What follows belongs to an exercise in optimizing a design on an open flow for small area, a short achievable clock period and few clock cycles per item; a production flow would make more cautious choices.
In this exercise RTL edits were held to simulation tests only and were not proved equivalent to the original.

==> flow/design.v, too long to show whole: its modules and the start of the top module <==
// module b85_fa: 10 lines
// module b85_codec: 912 lines
module b85_codec (
    input  wire        clk,
    input  wire        rst,         
    input  wire        in_valid,
    output wire        in_ready,
    input  wire        in_mode,     
    input  wire [39:0] in_data,
    output wire        out_valid,
    input  wire        out_ready,
    output wire [39:0] out_data,
    output wire [1:0]  out_err
);
  // ...
==> flow/flow/run.sh <==
#!/bin/bash
# Own layout flow: the standard layout (standard.sh) unchanged, except that the
# resizer's timing repair keeps a setup margin (so it also speeds up paths that already
# meet the 30 ns clock) and the ports get buf_2 buffers instead of the resizer's choice.
# The clock, the constraints and the synthesis are the standard ones.
set -euo pipefail
export SETUP_SLACK_MARGIN=23.2
export TNS_END_PERCENT=10
export BUFFER_PORTS_ARGS="-buffer_cell sky130_fd_sc_hd__buf_2"
bash standard.sh > standard.log 2>&1
==> flow/standard.sh <==
#!/bin/bash
# synth_recipe.tcl (not shown) runs the flow's synth.tcl, then flattens the netlist and writes it again
# the make line also repeats each setting of config.mk as NAME=value (left out here)
make -C /OpenROAD-flow-scripts/flow DESIGN_CONFIG=/design/flow/config.mk WORK_HOME=/design/flow/orfs CLKGATE_MAP_FILE= SYNTH_SCRIPT=/design/flow/synth_recipe.tcl "${@:-finish}"
==> flow/config.mk <==
export PLATFORM = sky130hd
export DESIGN_NAME = b85_codec
export DESIGN_NICKNAME = b85_codec
export VERILOG_FILES = /design/flow/design.v
export SDC_FILE = /design/flow/constraint.sdc
export NUM_CORES = 4
export LEC_CHECK = 0
export CAP_MARGIN = 20
export CORE_MARGIN = 2
export CORE_UTILIZATION = 65
export SLEW_MARGIN = 20
export SYNTH_HIERARCHICAL = 1
==> flow/constraint.sdc <==
create_clock -name core_clock -period 30.0 [get_ports {clk}]
set_input_delay 6.0000 -clock core_clock [delete_from_list [all_inputs] [get_ports {clk}]]
set_output_delay 6.0000 -clock core_clock [all_outputs]
set_load 0.01 [all_outputs]
==> reports/metrics.csv, run 1 <==
metric;value;unit
status;complete, no violations;
number of synthesis warnings;7;
PortBufs;88;
most common cell in the synthesized netlist;fa_1;
complex-gate fraction of the synthesized area;11.6;%
dominant kind of cell by area;multi-input gates;
final hold vios;0;
Initial Utilization;65.8;%
H-Tree Depth;4;
vias in the first global route;14100;
CTS Sinks;180;
Multi-In Gates;1303;
Area Growth Syn to Fin;9.52;%
Initial DRC Count;932;
Final HPWL DP;36.8;mm
most frequent cells in the layout;fa_1 (313), inv_1 (222), ha_1 (201);
met3 routed WL;2.75;mm
Final WS setup;23020;ps
final wirelength;45.1;mm
library cells used by synthesis;86;
setup TNS;0;ps
GRT overflow;0;
Clock Path Buffers;2;
final slew viol count;0;
diode count;1;
Final Cycle Share;23.3;%
length of the first detailed-routing pass in iterations;5;
Top Layer Used;met4;
cts bufs inserted;17;
Rows;64;
Mapped Cells;1737;
Testbench counts, summed over its fixed seeds: cycles 3,224, items 3,200.
==> run 2: changes to the inputs <==
--- a/flow/design.v
+++ b/flow/design.v
@@ -39,16 +39,17 @@
     wire stall   = !out_ready;
     wire o_adv   = !o_v | out_ready;       
     wire m_adv   = !full2 | out_ready;     
     wire ir_free = !full3 | out_ready;     
     wire o_v_n  = m_v | (o_v & stall);
     wire m_v_n  = ir_v | (full2 & stall);
     wire ir_v_n = sk_v | acc | (full3 & stall);
     wire sk_v_n = (sk_v | acc) & full3 & stall;
+    wire rdy_n  = out_ready | !(ir_v & m_v & o_v) | !(sk_v | acc);
     wire [9:0] c0;
 wire c0_1, c0_2;
 b85_fa c0_1_i (.a(ir_data[0]), .b(ir_data[8]), .c(ir_data[16]), .s(c0_1), .co(c0_2));
 wire c0_3, c0_4;
 b85_fa c0_3_i (.a(ir_data[1]), .b(ir_data[9]), .c(ir_data[17]), .s(c0_3), .co(c0_4));
 wire c0_5, c0_6;
 b85_fa c0_5_i (.a(ir_data[2]), .b(ir_data[10]), .c(ir_data[18]), .s(c0_5), .co(c0_6));
 wire c0_7, c0_8;
@@ -889,17 +890,17 @@
             rdy   <= 1'b1;
             m_v   <= 1'b0;
             o_v   <= 1'b0;
             full2 <= 1'b0;
             full3 <= 1'b0;
         end else begin
             ir_v  <= ir_v_n;
             sk_v  <= sk_v_n;
-            rdy   <= !sk_v_n;
+            rdy   <= rdy_n;
             m_v   <= m_v_n;
             o_v   <= o_v_n;
             full2 <= m_v_n & o_v_n;
             full3 <= ir_v_n & m_v_n & o_v_n;
         end
     end
     always @(posedge clk) begin
         if (ir_free) begin
==> flow/flow/run.sh (replaced) <==
#!/bin/bash
# Own layout flow: the standard layout (standard.sh) unchanged, except that the
# resizer's timing repair keeps a setup margin (so it also speeds up paths that already
# meet the 30 ns clock) and the ports get buf_2 buffers instead of the resizer's choice.
# The clock, the constraints and the synthesis are the standard ones.
set -euo pipefail
export SETUP_SLACK_MARGIN=22.8
export TNS_END_PERCENT=100
export BUFFER_PORTS_ARGS="-buffer_cell sky130_fd_sc_hd__buf_2"
bash standard.sh > standard.log 2>&1
==> reports/metrics.csv, run 2 <==
metric;value;unit;change
status;complete, no violations;;unchanged
Biggest register;m_p;;unchanged
synth top area cells;fa_1 (32%), edfxtp_1 (20%), ha_1 (13%);;was fa_1 (31%), edfxtp_1 (20%), ha_1 (13%)
GRT overflow;0;;unchanged
total core area;30300;sq um;was 30500 sq um
Initial DRC Count;791;;was 932
Clock Path Buffers;2;;unchanged
EDFF count, synth;132;;unchanged
PortBufs;88;;unchanged
commonest non-fill, non-tap cell in the layout;fa_1;;unchanged
cts bufs inserted;17;;unchanged
Fmax;0.142;GHz;was 0.143 GHz
Register Area;4930;sq um;about the same
vias in the first global route;13300;;was 14.1k
setup violators final;0;;unchanged
critical path endpoint category;register;;was primary output
Initial Utilization;65.6;%;was 65.8%
Hold Path Stages;1;;was 2
worst hold slack;415;ps;was 467 ps
Commonest cells post-synth;fa_1 (314), inv_1 (226), ha_1 (201);;was fa_1 (314), inv_1 (223), ha_1 (201)
H-Tree Depth;4;;unchanged
Final Cycle Share;23.5;%;was 23.3%
relative slew slack;32.4;%;was 19.6%
critical path arrival;7090;ps;was 980 ps
Total GRT Usage;29.1;%;about the same
Worst Min Path Start;ir_v;;was m_v
DIE HEIGHT;179;microns;was 180 microns
setup TNS;0;ps;unchanged
setup slack, reg-to-reg;23160;ps;was 23350 ps
RSZ-0062 raised after global routing;yes;;unchanged
reg2reg end;m_p[35];;was m_p[15]
Final HPWL DP;35.4;mm;was 36.8 mm
most common cell in the synthesized netlist;fa_1;;unchanged
Via density;5.83;;was 5.91
via count;13000;;was 13.5k
Nets;2388;;was 2430
# Max-Cap Violations;0;;unchanged
M1 WL;19.0;mm;was 19.3 mm
Die Area;32000;sq um;was 32300 sq um
worst reg-to-reg path cell count;22;;was 19
Seq cells post-synth;180;;unchanged
library cells used by synthesis;68;;was 86
Clock transition at path regs;70;ps;about the same
DIE WIDTH;179;microns;was 180 microns
Multi-input gate area;14000;sq um;was 14300 sq um
clock skew;11.9;ps;was 11.6 ps
placed cell count;2194;;was 2206
fillcell total;2223;;was 2208
post-layout min period;7040;ps;was 6980 ps
Ports;89;;unchanged
initial antenna violation count;0;;was 1
CP startpoint kind;input port;;was register
Slew @ Worst Pin;1010;ps;was 1190 ps
Clock Root Buffer;clkbuf_16;;unchanged
Syn Nets;2283;;was 2297
largest net degree at the start of global routing;79;;was 81
met3 routed WL;2.21;mm;was 2.75 mm
TritonCTS clock tree;built;;unchanged
fraction of layout cells with a size suffix above 1;11.7;%;was 13.9%
FF-to-FF Start;ir_data[19];;unchanged
critical path class;in -> reg;;was reg -> out
Area Growth Syn to Fin;8.10;%;was 9.52%
drt drc;0;;unchanged
Main synth FF type;edfxtp_1;;unchanged
crit-path max FO;21;;was 1
routed len/inst;19.5;microns;was 19.8 microns
RD Place Congestion;0.983;;was 0.992
syn_area_per_cell;11.5;sq um;was 11.6 sq um
latest clock arrival within the worst-skew pair;460;ps;about the same
WP data required;30050;ps;was 24000 ps
CTS Sinks;180;;unchanged
Top Layer Used;met4;;unchanged
Rows;64;;unchanged
length of the first detailed-routing pass in iterations;6;;was 5
max FFs per register;48;;unchanged
final slew viol count;0;;unchanged
DR WL met2;21.4;mm;was 21.5 mm
Hold Path Class;reg -> reg;;unchanged
most frequent cells in the layout;fa_1 (314), inv_1 (225), ha_1 (201);;was fa_1 (313), inv_1 (222), ha_1 (201)
diode count;0;;was 1
final wirelength;43.6;mm;was 45.1 mm
hold endpoint;rdy;;was o_v
Non-Filler Instances;2237;;was 2280
final hold vios;0;;unchanged
global-route wire length before repair;70.1;mm;was 73.2 mm
cell area after synthesis;19900;sq um;was 20100 sq um
post-synth top area share;31.6;%;was 31.3%
register area share after synthesis;24.8;%;was 24.5%
post-route ant nets;0;;unchanged
Post-synth ARST share;0;%;unchanged
number of synthesis warnings;7;;unchanged
Mapped Cells;1723;;was 1737
cell taking the most area after synthesis;fa_1;;unchanged
-- run 2: cell count changes after synthesis, sizes merged, moves of 4 or more --
| cell | previous run | this run |
|---|---|---|
| a211oi | 9 | 13 |
| a311oi | 5 | 1 |
| xnor2 | 58 | 67 |
| nor2 | 46 | 59 |
| a31o | 3 | 7 |
| o21ai | 71 | 67 |
| xor2 | 64 | 60 |
| a21o | 42 | 38 |
| o211ai | 8 | 1 |
| a21oi | 87 | 92 |
| nand2 | 67 | 54 |
| o21a | 19 | 12 |
-- run 2: modules after synthesis, one instance, submodules excluded --
module | flip-flops and latches | cells inside | cell area [sq um]
b85_codec | 180 | 1467 | 14800
b85_fa | 0 | 1 | 20.0
-- run 2: timing repair --
action	4_1_cts	5_1_grt
buffers inserted	0	10
hold buffers	0	0
endpoints found under the setup margin	0	44
resized for setup	0	1
-- run 2: worst max-delay path by stage --
stage                     start         end  slack (ps)  cells after the start
floorplan             out_ready       full3       22780                      3
global placement      out_ready  o_data[32]       22440                      3
detailed placement    out_ready  o_data[32]       22370                      3
CTS                   out_ready    o_err[0]       22860                      3
global route        ir_data[19]     m_p[35]       22720                     22
finish                out_ready    o_err[0]       22960                      3
-- run 2: logic make-up (layout without fill, tap and decap cells) --
family | after synthesis | after routing | synth area share [%]
adders and majority gates | 515 | 515 | 44.2
DFF | 180 | 180 | 24.8
xor gates and xnor gates | 129 | 129 | 5.82
buffers and inverters | 256 | 374 | 4.89
muxes | 56 | 56 | 3.13
AOI/OAI and AO/OA | 321 | 321 | 10.4
and+or+nand+nor | 266 | 266 | 6.74
-- run 2: metrics by stage --
stage / instance area (sq um) / setup slack, ps / utilization, %
floorplan: 19900 / 22780 / -
global placement: 20800 / 22440 / 68.7
detailed placement: 20800 / 22370 / 68.7
CTS: 21400 / 22860 / 70.6
global route: 21500 / 22720 / 70.9
finish: 21500 / 22960 / 70.9
-- run 2: worst max-delay path, stage by stage --
cell and delay, ps:
buf_2 120, nor2b_2 400, clkinvlp_4 560
-- run 2: area by class of cell --
cell class	count	share of cell area (%)
clock buffer	20	2.23
clock inverter	12	0.425
inverter	227	3.98
multi-input combinational	1287	65.2
sequential	180	22.9
tap	396	2.30
timing repair buffer	114	2.96
timing repair inverter	1	0.0349
-- run 2: metal layers --
layer  global-route usage [%]  vias up
met5                        0        -
met4                     8.67        0
met3                     4.58       62
met2                     49.0      385
met1                     39.2     6493
li1                         -     6104
Testbench counts of run 2, summed over its fixed seeds: cycles 3,224, items 3,200.

[afterwards: timing with drivers on the ports]
Ports are ideal in the flow. The routed layouts listed here were re-timed in OpenROAD.
Step 1, drivers: a clkbuf_16 drives clk and a buf_2 each remaining input, both assumed.
Step 2 moves the port delays by t, midway between the first and last clock arrival at a register: inputs arrive t later, outputs are due t later. That takes back most of the time a late clock gives input paths.
Three values: ideal ports, drivers, drivers and shift; two values: the first two.
run | t (ns) | setup slack, ns | latest minus earliest clock arrival (ns) | slew at the worst register clock pin (ns) | worst slew at a driven data input, ns
run 1 | 0.505 | 23.018 / 22.965 / 22.871 | 0.012 / 0.012 | 0.08 / 0.08 | 0.04
run 2 | 0.506 | 22.961 / 22.972 / 22.489 | 0.013 / 0.013 | 0.07 / 0.07 | 0.03
After both steps setup and hold are still met in every run listed. The setup slack of run 2, which loses most, moves by +0.011 ns with the drivers and by -0.472 ns with both steps.
